Context: an optimization exercise on an open-source flow, tuned for small area, a short achievable clock period and few clock cycles. The choices shown serve that exercise and are no tape-out recipe. In this exercise RTL edits were held to simulation tests only and were not proved equivalent to the original. Power figures rest on the tool's default switching activity, not on a simulated workload.

<file path="design.v">
module bitio_core (
    input  wire        clk,
    input  wire        rst,
    input  wire        cmd_valid,
    output wire        cmd_ready,
    input  wire [15:0] cmd,
    input  wire [63:0] opnd,
    output wire        rsp_valid,
    input  wire        rsp_ready,
    output reg  [3:0]  rsp_status,
    output reg  [7:0]  rsp_count,
    output reg  [63:0] rsp_result,
    output wire        src_req,
    input  wire        src_ack,
    input  wire        src_exh,
    input  wire [7:0]  src_data,
    output wire        snk_req,
    output wire [7:0]  snk_data,
    input  wire        snk_ack,
    input  wire        snk_fail
);
    localparam [3:0] ST_OK = 4'd0, ST_EOD = 4'd1, ST_CAP = 4'd2, ST_PRECOND = 4'd3,
                     ST_ILLEGAL = 4'd4, ST_POSOVF = 4'd5, ST_FAULTED = 4'd6;
    localparam [7:0] OP_PACK = 8'h01, OP_UNPACK = 8'h02,
                     OP_RBITB = 8'h10, OP_RBYTE = 8'h11, OP_RBOOL = 8'h12, OP_RBITS = 8'h13,
                     OP_RFIELD = 8'h14, OP_RALIGN = 8'h15, OP_RARR = 8'h16, OP_RPOS = 8'h17,
                     OP_RRST = 8'h18,
                     OP_WBITB = 8'h20, OP_WBYTE = 8'h21, OP_WBOOL = 8'h22, OP_WBITS = 8'h23,
                     OP_WFIELD = 8'h24, OP_WALIGN = 8'h25, OP_WGROW = 8'h26, OP_WFLUSH = 8'h27,
                     OP_WLEN = 8'h28, OP_WPOS = 8'h29, OP_WRST = 8'h2A,
                     OP_SSTAT = 8'h30;
    localparam [2:0] S_IDLE = 3'd0, S_EXEC = 3'd1, S_RCHUNK = 3'd2, S_WCHUNK = 3'd3,
                     S_WPUSH = 3'd4, S_RESP = 3'd5;
    reg [2:0]  state;
    reg [63:0] rpos;
    reg [7:0]  rpend;
    reg [2:0]  rpcnt;
    reg [63:0] wpos;
    reg [7:0]  wpend;
    reg [2:0]  wpcnt;
    reg        fault;
    reg [3:0]  fcause;
    reg [15:0] cmd_q;
    reg [63:0] opnd_q;
    reg [6:0]  req_n;      
    reg [6:0]  done_n;     
    reg [2:0]  lane;       
    reg [63:0] acc;        
    reg [3:0]  pad_q;      
    wire [7:0] op = cmd_q[15:8];
    wire [7:0] n  = cmd_q[7:0];
    function [7:0] top_mask;
        input [3:0] k;
        begin
            top_mask = ~(8'hFF >> k);
        end
    endfunction
    reg        has_count;    
    reg        no_count;     
    reg        absent;       
    reg        n_bad;        
    always @(*) begin
        has_count = 1'b0;
        no_count  = 1'b0;
        absent    = 1'b0;
        n_bad     = 1'b0;
        case (op)
            OP_PACK, OP_UNPACK, OP_RFIELD, OP_WFIELD: begin
                has_count = 1'b1;
                n_bad = (n == 8'd0) || (n > 8'd64);
            end
            OP_RBITB, OP_WBITB: begin
                has_count = 1'b1;
                n_bad = (n == 8'd0) || (n > 8'd8);
            end
            OP_RBITS, OP_WBITS: begin
                has_count = 1'b1;
                n_bad = (n > 8'd64);
            end
            OP_RARR: begin
                has_count = 1'b1;
                absent = 1'b1;
            end
            OP_WGROW, OP_WLEN: begin
                no_count = 1'b1;
                absent = 1'b1;
            end
            OP_RBYTE, OP_RBOOL, OP_RALIGN, OP_RPOS, OP_RRST,
            OP_WBYTE, OP_WBOOL, OP_WALIGN, OP_WFLUSH, OP_WPOS, OP_WRST,
            OP_SSTAT: begin
                no_count = 1'b1;
            end
            default: ;
        endcase
    end
    wire row_match  = has_count || (no_count && n == 8'd0);
    wire read_only  = (cmd_q == 16'h1700) || (cmd_q == 16'h2900) || (cmd_q == 16'h3000);
    wire is_rdata = (op == OP_RBITB) || (op == OP_RBYTE) || (op == OP_RBOOL) ||
                    (op == OP_RBITS) || (op == OP_RFIELD);
    wire is_wdata = (op == OP_WBITB) || (op == OP_WBYTE) || (op == OP_WBOOL) ||
                    (op == OP_WBITS) || (op == OP_WFIELD);
    reg [6:0] full_n;
    always @(*) begin
        case (op)
            OP_RBYTE, OP_WBYTE: full_n = 7'd8;
            OP_RBOOL, OP_WBOOL: full_n = 7'd1;
            default:            full_n = n[6:0];
        endcase
    end
    wire [3:0] rpad = (rpcnt == 3'd0) ? 4'd0 : 4'd8 - {1'b0, rpcnt};
    wire [3:0] wpad = (wpcnt == 3'd0) ? 4'd0 : 4'd8 - {1'b0, wpcnt};
    wire [64:0] rpos_sum = {1'b0, rpos} + {58'd0, (op == OP_RALIGN) ? {3'd0, rpad} : full_n};
    wire [64:0] wpos_sum = {1'b0, wpos} + {58'd0, (op == OP_WALIGN || op == OP_WFLUSH) ? {3'd0, wpad} : full_n};
    wire posovf = ((is_rdata || op == OP_RALIGN) && rpos_sum[64]) ||
                  ((is_wdata || op == OP_WALIGN || op == OP_WFLUSH) && wpos_sum[64]);
    wire [6:0]  sh      = 7'd64 - {1'b0, n[6:0]};
    wire [63:0] packed_w  = opnd_q << sh;
    wire [63:0] unpacked_w = opnd_q >> sh;
    wire [7:0]  nbytes  = (n + 8'd7) >> 3;
    wire [6:0] left   = req_n - done_n;
    wire [3:0] m      = (left > 7'd8) ? 4'd8 : left[3:0];
    wire       last   = (left <= 7'd8);
    wire        r_pull = (rpcnt == 3'd0) || ({1'b0, m} > (4'd8 - {1'b0, rpcnt}));
    wire [15:0] r_win  = {rpend, (r_pull ? src_data : 8'h00)} << rpcnt;
    wire [7:0]  r_out  = (rpcnt == 3'd0) ? (src_data & top_mask(m)) : (r_win[15:8] & top_mask(m));
    wire [3:0]  r_cnt_sum = {1'b0, rpcnt} + m;
    wire [7:0]  w_lane = acc[63 - {lane, 3'b000} -: 8];
    wire [7:0]  w_ch   = w_lane & top_mask(m);
    wire [15:0] w_split = {w_ch, 8'h00} >> wpcnt;    
    wire [3:0]  w_cnt_sum = {1'b0, wpcnt} + m;
    wire        w_push = (w_cnt_sum >= 4'd8);
    wire [7:0]  w_byte = wpend | w_split[15:8];
    assign cmd_ready = (state == S_IDLE);
    assign rsp_valid = (state == S_RESP);
    assign src_req   = (state == S_RCHUNK) && r_pull;
    assign snk_req   = ((state == S_WCHUNK) && w_push) || (state == S_WPUSH);
    assign snk_data  = (state == S_WPUSH) ? wpend : w_byte;
    wire [63:0] r_acc_next = acc | ({r_out, 56'd0} >> {lane, 3'b000});
    task respond;
        input [3:0]  st;
        input [7:0]  cnt;
        input [63:0] res;
        begin
            rsp_status <= st;
            rsp_count  <= cnt;
            rsp_result <= res;
            state      <= S_RESP;
        end
    endtask
    task raise_fatal;
        input [3:0] code;
        begin
            fault  <= 1'b1;
            fcause <= code;
            respond(code, 8'd0, 64'd0);
        end
    endtask
    task finish_read;
        input [3:0]  st;
        input [6:0]  cnt;
        input [63:0] word;
        begin
            if (st != ST_OK)
                respond(st, {1'b0, cnt}, word);
            else if (op == OP_RBOOL)
                respond(st, {1'b0, cnt}, {63'd0, word[63]});
            else if (op == OP_RFIELD)
                respond(st, {1'b0, cnt}, word >> sh);
            else
                respond(st, {1'b0, cnt}, word);
        end
    endtask
    always @(posedge clk) begin
        if (rst) begin
            state      <= S_IDLE;
            rpos       <= 64'd0;
            rpend      <= 8'd0;
            rpcnt      <= 3'd0;
            wpos       <= 64'd0;
            wpend      <= 8'd0;
            wpcnt      <= 3'd0;
            fault      <= 1'b0;
            fcause     <= 4'd0;
            rsp_status <= 4'd0;
            rsp_count  <= 8'd0;
            rsp_result <= 64'd0;
            cmd_q      <= 16'd0;
            opnd_q     <= 64'd0;
            req_n      <= 7'd0;
            done_n     <= 7'd0;
            lane       <= 3'd0;
            acc        <= 64'd0;
            pad_q      <= 4'd0;
        end else begin
            case (state)
                S_IDLE: begin
                    if (cmd_valid) begin
                        cmd_q  <= cmd;
                        opnd_q <= opnd;
                        state  <= S_EXEC;
                    end
                end
                S_EXEC: begin
                    done_n <= 7'd0;
                    lane   <= 3'd0;
                    req_n  <= full_n;
                    if (fault && !read_only)
                        respond(ST_FAULTED, 8'd0, 64'd0);
                    else if (!row_match || absent)
                        raise_fatal(ST_ILLEGAL);
                    else if (n_bad)
                        raise_fatal(ST_PRECOND);
                    else if (posovf)
                        raise_fatal(ST_POSOVF);
                    else begin
                        case (op)
                            OP_PACK:   respond(ST_OK, nbytes, packed_w);
                            OP_UNPACK: respond(ST_OK, nbytes, unpacked_w);
                            OP_RPOS:   respond(ST_OK, 8'd0, rpos);
                            OP_WPOS:   respond(ST_OK, 8'd0, wpos);
                            OP_SSTAT:  respond(ST_OK, 8'd0, {59'd0, fault, fcause});
                            OP_RRST: begin
                                rpos  <= opnd_q;
                                rpend <= 8'd0;
                                rpcnt <= opnd_q[2:0];
                                respond(ST_OK, 8'd0, 64'd0);
                            end
                            OP_WRST: begin
                                wpos  <= opnd_q;
                                wpend <= 8'd0;
                                wpcnt <= opnd_q[2:0];
                                respond(ST_OK, 8'd0, 64'd0);
                            end
                            OP_RALIGN: begin
                                rpos  <= rpos_sum[63:0];
                                rpend <= 8'd0;
                                rpcnt <= 3'd0;
                                respond(ST_OK, {4'd0, rpad}, 64'd0);
                            end
                            OP_WALIGN, OP_WFLUSH: begin
                                if (wpad == 4'd0)
                                    respond(ST_OK, 8'd0, 64'd0);
                                else begin
                                    pad_q <= wpad;
                                    state <= S_WPUSH;
                                end
                            end
                            default: begin
                                if (full_n == 7'd0)
                                    respond(ST_OK, 8'd0, 64'd0);
                                else if (is_rdata) begin
                                    acc   <= 64'd0;
                                    state <= S_RCHUNK;
                                end else begin
                                    if (op == OP_WFIELD)
                                        acc <= packed_w;
                                    else if (op == OP_WBOOL)
                                        acc <= {opnd_q[0], 63'd0};
                                    else
                                        acc <= opnd_q;
                                    state <= S_WCHUNK;
                                end
                            end
                        endcase
                    end
                end
                S_RCHUNK: begin
                    if (!r_pull || src_ack) begin
                        if (r_pull && src_exh) begin
                            finish_read(ST_EOD, done_n, acc);
                        end else begin
                            if (rpcnt == 3'd0) begin
                                rpend <= (m == 4'd8) ? 8'd0 : src_data;
                                rpcnt <= m[2:0];
                            end else if (r_pull) begin
                                rpend <= src_data;
                                rpcnt <= r_cnt_sum[2:0];
                            end else begin
                                rpend <= (r_cnt_sum == 4'd8) ? 8'd0 : rpend;
                                rpcnt <= r_cnt_sum[2:0];
                            end
                            rpos   <= rpos + {60'd0, m};
                            acc    <= r_acc_next;
                            done_n <= done_n + {3'd0, m};
                            lane   <= lane + 3'd1;
                            if (last)
                                finish_read(ST_OK, req_n, r_acc_next);
                        end
                    end
                end
                S_WCHUNK: begin
                    if (!w_push || snk_ack) begin
                        if (w_push && snk_fail) begin
                            respond(ST_CAP, {1'b0, done_n}, 64'd0);
                        end else begin
                            if (w_push) begin
                                wpend <= w_split[7:0];
                                wpcnt <= w_cnt_sum[2:0];
                            end else begin
                                wpend <= w_byte;
                                wpcnt <= w_cnt_sum[2:0];
                            end
                            wpos   <= wpos + {60'd0, m};
                            done_n <= done_n + {3'd0, m};
                            lane   <= lane + 3'd1;
                            if (last)
                                respond(ST_OK, {1'b0, req_n}, 64'd0);
                        end
                    end
                end
                S_WPUSH: begin
                    if (snk_ack) begin
                        if (snk_fail)
                            respond(ST_CAP, 8'd0, 64'd0);
                        else begin
                            wpend <= 8'd0;
                            wpcnt <= 3'd0;
                            wpos  <= wpos + {60'd0, pad_q};
                            respond(ST_OK, {4'd0, pad_q}, 64'd0);
                        end
                    end
                end
                S_RESP: begin
                    if (rsp_ready)
                        state <= S_IDLE;
                end
                default: state <= S_IDLE;
            endcase
        end
    end
endmodule
</file>
<file path="run.sh">
#!/bin/bash
# synth_recipe.tcl (not shown) runs the flow's synth.tcl, then flattens the netlist and writes it again
# the make line also repeats each setting of config.mk as NAME=value (left out here)
make -C /OpenROAD-flow-scripts/flow DESIGN_CONFIG=/design/flow/config.mk WORK_HOME=/design/flow/orfs CLKGATE_MAP_FILE= SYNTH_SCRIPT=/design/flow/synth_recipe.tcl finish
</file>
<file path="config.mk">
export PLATFORM = sky130hd
export DESIGN_NAME = bitio_core
export DESIGN_NICKNAME = bitio_core
export VERILOG_FILES = /design/flow/design.v
export SDC_FILE = /design/flow/constraint.sdc
export NUM_CORES = 4
export LEC_CHECK = 0
export CAP_MARGIN = 20
export CORE_MARGIN = 2
export CORE_UTILIZATION = 20
export PLACE_DENSITY = 0.4
export SLEW_MARGIN = 20
</file>
<file path="constraint.sdc">
create_clock -name core_clock -period 10.0 [get_ports {clk}]
set_input_delay 2.0000 -clock core_clock [delete_from_list [all_inputs] [get_ports {clk}]]
set_output_delay 2.0000 -clock core_clock [all_outputs]
set_load 0.01 [all_outputs]
</file>
==> summary.txt <==
-- worst min path at each step --
stage	to	cells after the start	from	slack [ns]
after floorplan	fcause[2]$_SDFFE_PP0P_	2	fcause[2]$_SDFFE_PP0P_	0.44
after global placement	opnd_q[3]$_SDFFE_PP0P_	2	opnd_q[3]$_SDFFE_PP0P_	0.45
after detailed placement	opnd_q[3]$_SDFFE_PP0P_	2	opnd_q[3]$_SDFFE_PP0P_	0.45
after CTS	opnd_q[3]$_SDFFE_PP0P_	2	opnd_q[3]$_SDFFE_PP0P_	0.46
after global routing	fcause[2]$_SDFFE_PP0P_	2	fcause[2]$_SDFFE_PP0P_	0.49
final	opnd_q[3]$_SDFFE_PP0P_	2	opnd_q[3]$_SDFFE_PP0P_	0.46
-- logic make-up after synthesis --
| logic type | after synthesis |
|---|---|
| and+or+nand+nor | 2376 |
| AOI/OAI and AO/OA | 2209 |
| buffers and inverters | 697 |
| DFF | 398 |
| muxes | 296 |
| xor gates and xnor gates | 93 |
| adders and majority gates | 51 |
-- routing by layer --
| layer | vias to the layer above | share of wire |
|---|---|---|
| met5 | - | 0.00032 |
| met4 | 16 | 0.085 |
| met1 | 26600 | 0.40 |
| li1 | 22700 | - |
| met3 | 874 | 0.10 |
| met2 | 3859 | 0.42 |
-- registers in the layout (all words and copies together), names as in the netlist, 7 cells and up --
| name | flops |
|---|---|
| acc | 64 |
| rpend | 8 |
| wpos | 64 |
| done_n | 7 |
| rpos | 64 |
| rsp_result | 64 |
| rsp_count | 8 |
| opnd_q | 64 |
| wpend | 8 |
| cmd_q | 16 |
| req_n | 7 |
-- critical path, stage by stage (launching register included) --
cell and delay (ns):
sky130_fd_sc_hd__dfxtp_1 0.36, sky130_fd_sc_hd__inv_1 0.07, sky130_fd_sc_hd__ha_1 0.23, sky130_fd_sc_hd__fa_1 0.45, sky130_fd_sc_hd__nand2b_2 0.23, sky130_fd_sc_hd__a211oi_2 0.21
sky130_fd_sc_hd__o21a_1 0.18, sky130_fd_sc_hd__o221a_2 0.58, sky130_fd_sc_hd__and2_1 0.60, sky130_fd_sc_hd__nand2b_1 0.24, sky130_fd_sc_hd__ha_1 0.26, sky130_fd_sc_hd__nand2_1 0.08
sky130_fd_sc_hd__nand2_1 0.06, sky130_fd_sc_hd__o21ai_0 0.12, sky130_fd_sc_hd__a31oi_1 0.21, sky130_fd_sc_hd__nor2_2 0.79, sky130_fd_sc_hd__o21ai_1 0.56, sky130_fd_sc_hd__nor2_1 0.46
sky130_fd_sc_hd__clkdlybuf4s50_1 0.61
-- layout make-up --
class / count / area share
Multi-Input combinational cell: 5025 / 0.639
Timing Repair Buffer: 448 / 0.0801
Tap cell: 2704 / 0.0691
Clock buffer: 88 / 0.0363
Sequential cell: 398 / 0.163
Antenna cell: 11 / 0.000562
Clock inverter: 22 / 0.00633
Inverter: 70 / 0.00542
-- layout by cell type, fill, tap and decap left out, drive strengths merged, types with 25 or more instances in the layout --
cell / count
nor3: 202
o31ai: 42
mux2i: 167
nand2: 762
xor2: 25
a32oi: 30
inv: 69
nor2: 865
and2: 29
nand2b: 58
a311oi: 36
a22oi: 75
and3: 40
nand4: 44
o21ai: 475
clkbuf: 90
ha: 41
or3: 55
mux2: 42
o211ai: 99
a21oi: 615
buf: 264
a222oi: 71
o221ai: 44
o22ai: 83
a211oi: 192
dfxtp: 398
a31oi: 63
mux4: 87
xnor2: 68
clkdlybuf4s50: 182
nand3: 186
a21o: 44
a221oi: 60
nor4: 49
-- power breakdown --
group	total [mW]	internal [mW]	switching [mW]	leakage, nW
Combinational	13.8	3.63	10.2	11.5
Sequential	2.46	1.88	0.585	3.24
Clock	2.35	1.34	1.01	1.01
-- per-stage QoR --
| stage | power, mW | cells | worst slack (ns) | cell area, um^2 | utilization |
|---|---|---|---|---|---|
| 6_report | 18.6 | 8766 | 0.913 | 49000 | 0.237 |
| 5_1_grt | 18.9 | 8755 | 0.577 | 49000 | 0.237 |
| 4_1_cts | 17.9 | 8752 | 0.749 | 48900 | 0.236 |
| 3_5_place_dp | 15.5 | 8642 | 1.58 | 46800 | 0.226 |
| 3_3_place_gp | 15.6 | 8638 | 1.41 | 46700 | 0.226 |
| 2_1_floorplan | 9.53 | 6120 | 3.95 | 41600 | - |
==> impl_summary.log <==
[metrics] Async S/R FF share, synth: 0
[metrics] flip-flop and latch count after synthesis: 398
[metrics] number of fill cells: roughly 23,000
[metrics] Pwr Density: about 380 nW/um^2
[metrics] number of standard cells after synthesis: just over 6,000
[metrics] crit path kind: reg2out
[metrics] Final ANT Viol Nets: 0
[metrics] count of cell types in the netlist: 125
[metrics] multi-input gate area in the final layout: about 31,000 um^2
[metrics] total grt overflow: 0
[metrics] Avg Inst Size Synth: 6.79 um^2
[metrics] detailed-route vias per instance: 6.17
[metrics] number of maximum-capacitance violations: 0
[metrics] weighted congestion reported at the end of routability-driven placement: 1.09
[metrics] nature of the critical path startpoint: flip-flop
[metrics] clock slew at the register clock pins of the worst setup and hold paths: roughly 0.070 ns
[metrics] cell area after technology mapping: between 40,000 and 50,000 um^2
[metrics] run status: no timing/DRC/antenna violations
[metrics] worst r2r path cells: 20
[metrics] Leakage: approximately 16 nW
[metrics] f_max: 110 MHz
[metrics] number of buffers on the longest clock path: 3
[metrics] largest driver fanout on the critical path: 20
[metrics] maximum level of the CTS H-tree: 2
[metrics] Worst Path Required: ~8.0 ns
[metrics] worst hold-check path type: reg2reg
[metrics] area of the core region: a little over 200,000 um^2
[metrics] final clock period utilization by the worst path: 0.909
[metrics] fraction of final layout cells with drive strength greater than 1: 0.110
[metrics] met3 Usage GRT: 0.0658
[metrics] largest cells by area after synthesis: sky130_fd_sc_hd__dfxtp_1 (19%), sky130_fd_sc_hd__nor2_1 (7.8%), sky130_fd_sc_hd__a21oi_1 (7.3%)
[metrics] end point of the critical path: src_req
[metrics] first-pass GRT wire length: 437,000 um
[metrics] critical path capture point type: output port
[metrics] Die Footprint: approximately 210,000 um^2
[metrics] # rows: around 170
[metrics] vias in the first global route: 49,300
[metrics] Post-CTS Setup Bufs: 0
[metrics] Slew Viols, Final: 0
[metrics] Overall Global Routing Usage: 0.294
[metrics] worst-case headroom to the max-slew limit: 0.0519
[metrics] fraction of the yosys area taken by sequential cells: 0.192
[metrics] critical register-to-register path endpoint: rsp_result[7]$_SDFFE_PP0P_
[metrics] Synth Net Count: between 6,000 and 7,000
[metrics] time the worst path needs with I/O delays and setup: approximately 9.1 ns
[metrics] drt initial violations: around 9,000
[metrics] compound-gate portion of the synthesized area: 0.355
[metrics] WL per Instance: roughly 37 um
[metrics] DRT Pass-1 Iters: 11
[metrics] Max VDD drop: 0.210 mV
[metrics] final routed DRC violation total: 0
[metrics] most numerous cell in the Yosys netlist: sky130_fd_sc_hd__nor2_1
[metrics] worst path arrival time: roughly 7.1 ns
[metrics] Post-Synth XOR/XNOR Area: 0.0200
[metrics] pin count of the biggest net entering global routing: about 130
[metrics] unrepaired setup endpoints after global routing: no
[metrics] Ports: roughly 180
[metrics] Inserted Clock Buffers: just over 60
[metrics] routed wire length: around 330,000 um
[metrics] final number of setup-violating endpoints: 0
[metrics] mux share of post-synthesis cell area: 0.0987
[metrics] Area Overhead vs Synth: 17.8%
[metrics] # clock sinks: approximately 400
[metrics] worst reg2reg path startpoint: rpcnt[1]$_SDFFE_PP0P_
[metrics] CTS tree: yes
[metrics] final total negative setup slack: 0 ns
[metrics] Synth warnings: 1
[metrics] Fin Clk Skew: ~0.09 ns
[metrics] width of the die: between 400 and 500 um
[metrics] number of buffers added to fix hold violations after cts: 0
[metrics] worst reg2reg setup slack: approximately 1.5 ns
[metrics] # nets final: slightly above 6,000
[metrics] post-synthesis share of cell area spent on full adders, half adders and majority gates: 0.0155
[metrics] antenna violations before repair: 23
[metrics] peak-usage layer in the global routing report: met2
[metrics] GR Util met1: 0.375
[metrics] Die Y: roughly 460 um
[metrics] clock insertion delay at the later pin of the skew report: between 0.7 and 0.8 ns
[metrics] initial core utilization: 0.201
[metrics] main flop type after synthesis: sky130_fd_sc_hd__dfxtp_1
[metrics] Post-Route Hold Slack: 0.458 ns
[metrics] PortBufs: between 150 and 200
[metrics] largest family of logic cells by synthesized area: compound AO/OA/AOI/OAI gates
[metrics] Resized Gates After CTS: 0
[metrics] Worst Setup SP: req_n[0]$_SDFFE_PP0P_
[metrics] Synth Area in Simple Gates: 0.253
[metrics] cell types with the highest counts after synthesis: sky130_fd_sc_hd__nor2_1 (861), sky130_fd_sc_hd__nand2_1 (759), sky130_fd_sc_hd__a21oi_1 (610)
[metrics] worst slew pin tran: roughly 1.4 ns
[metrics] HPWL Detailed: ~240,000 um
[metrics] final count of hold timing violations: 0
[metrics] register area: 7970 um^2
[metrics] vias: between 50,000 and 60,000
[metrics] clock root buffer: sky130_fd_sc_hd__clkbuf_16
[metrics] share of the synthesized area in the top cell type: 0.192
[metrics] met2 usage: 0.434
[metrics] cell taking the most area after synthesis: sky130_fd_sc_hd__dfxtp_1
[metrics] Post-synth EDFFs: 0
Testbench counts, summed over its fixed seeds: cycles 18,906.

[port drivers added, routing unchanged]
How much do the figures lean on ideal ports? The routed layout below was timed once more, with nothing changed but the port constraints.
Step 1 (the two cells are an assumption about what drives the block):
set clk [get_ports {clk}]
set_driving_cell -lib_cell sky130_fd_sc_hd__clkbuf_16 $clk
set_driving_cell -lib_cell sky130_fd_sc_hd__buf_2 [delete_from_list [all_inputs] $clk]
Step 2, shift: input delay + t, output delay - t, t = (earliest + latest rising clock arrival at the registers) / 2. This alone moves slack from input paths to output paths.
a / b / c = ideal ports / drivers / drivers and shift; a / b = the first two.
t (ns): 0.837
slack for setup (ns): 0.913 / 0.819 / 1.526
clock arrival spread, ns: 0.090 / 0.090
slew at the worst register clock pin (ns): 0.07 / 0.07
pins driven straight from the clock port: 1
After both steps this run still meets setup and hold. The setup slack of this run moves by -0.094 ns with the drivers and by +0.613 ns with both steps.
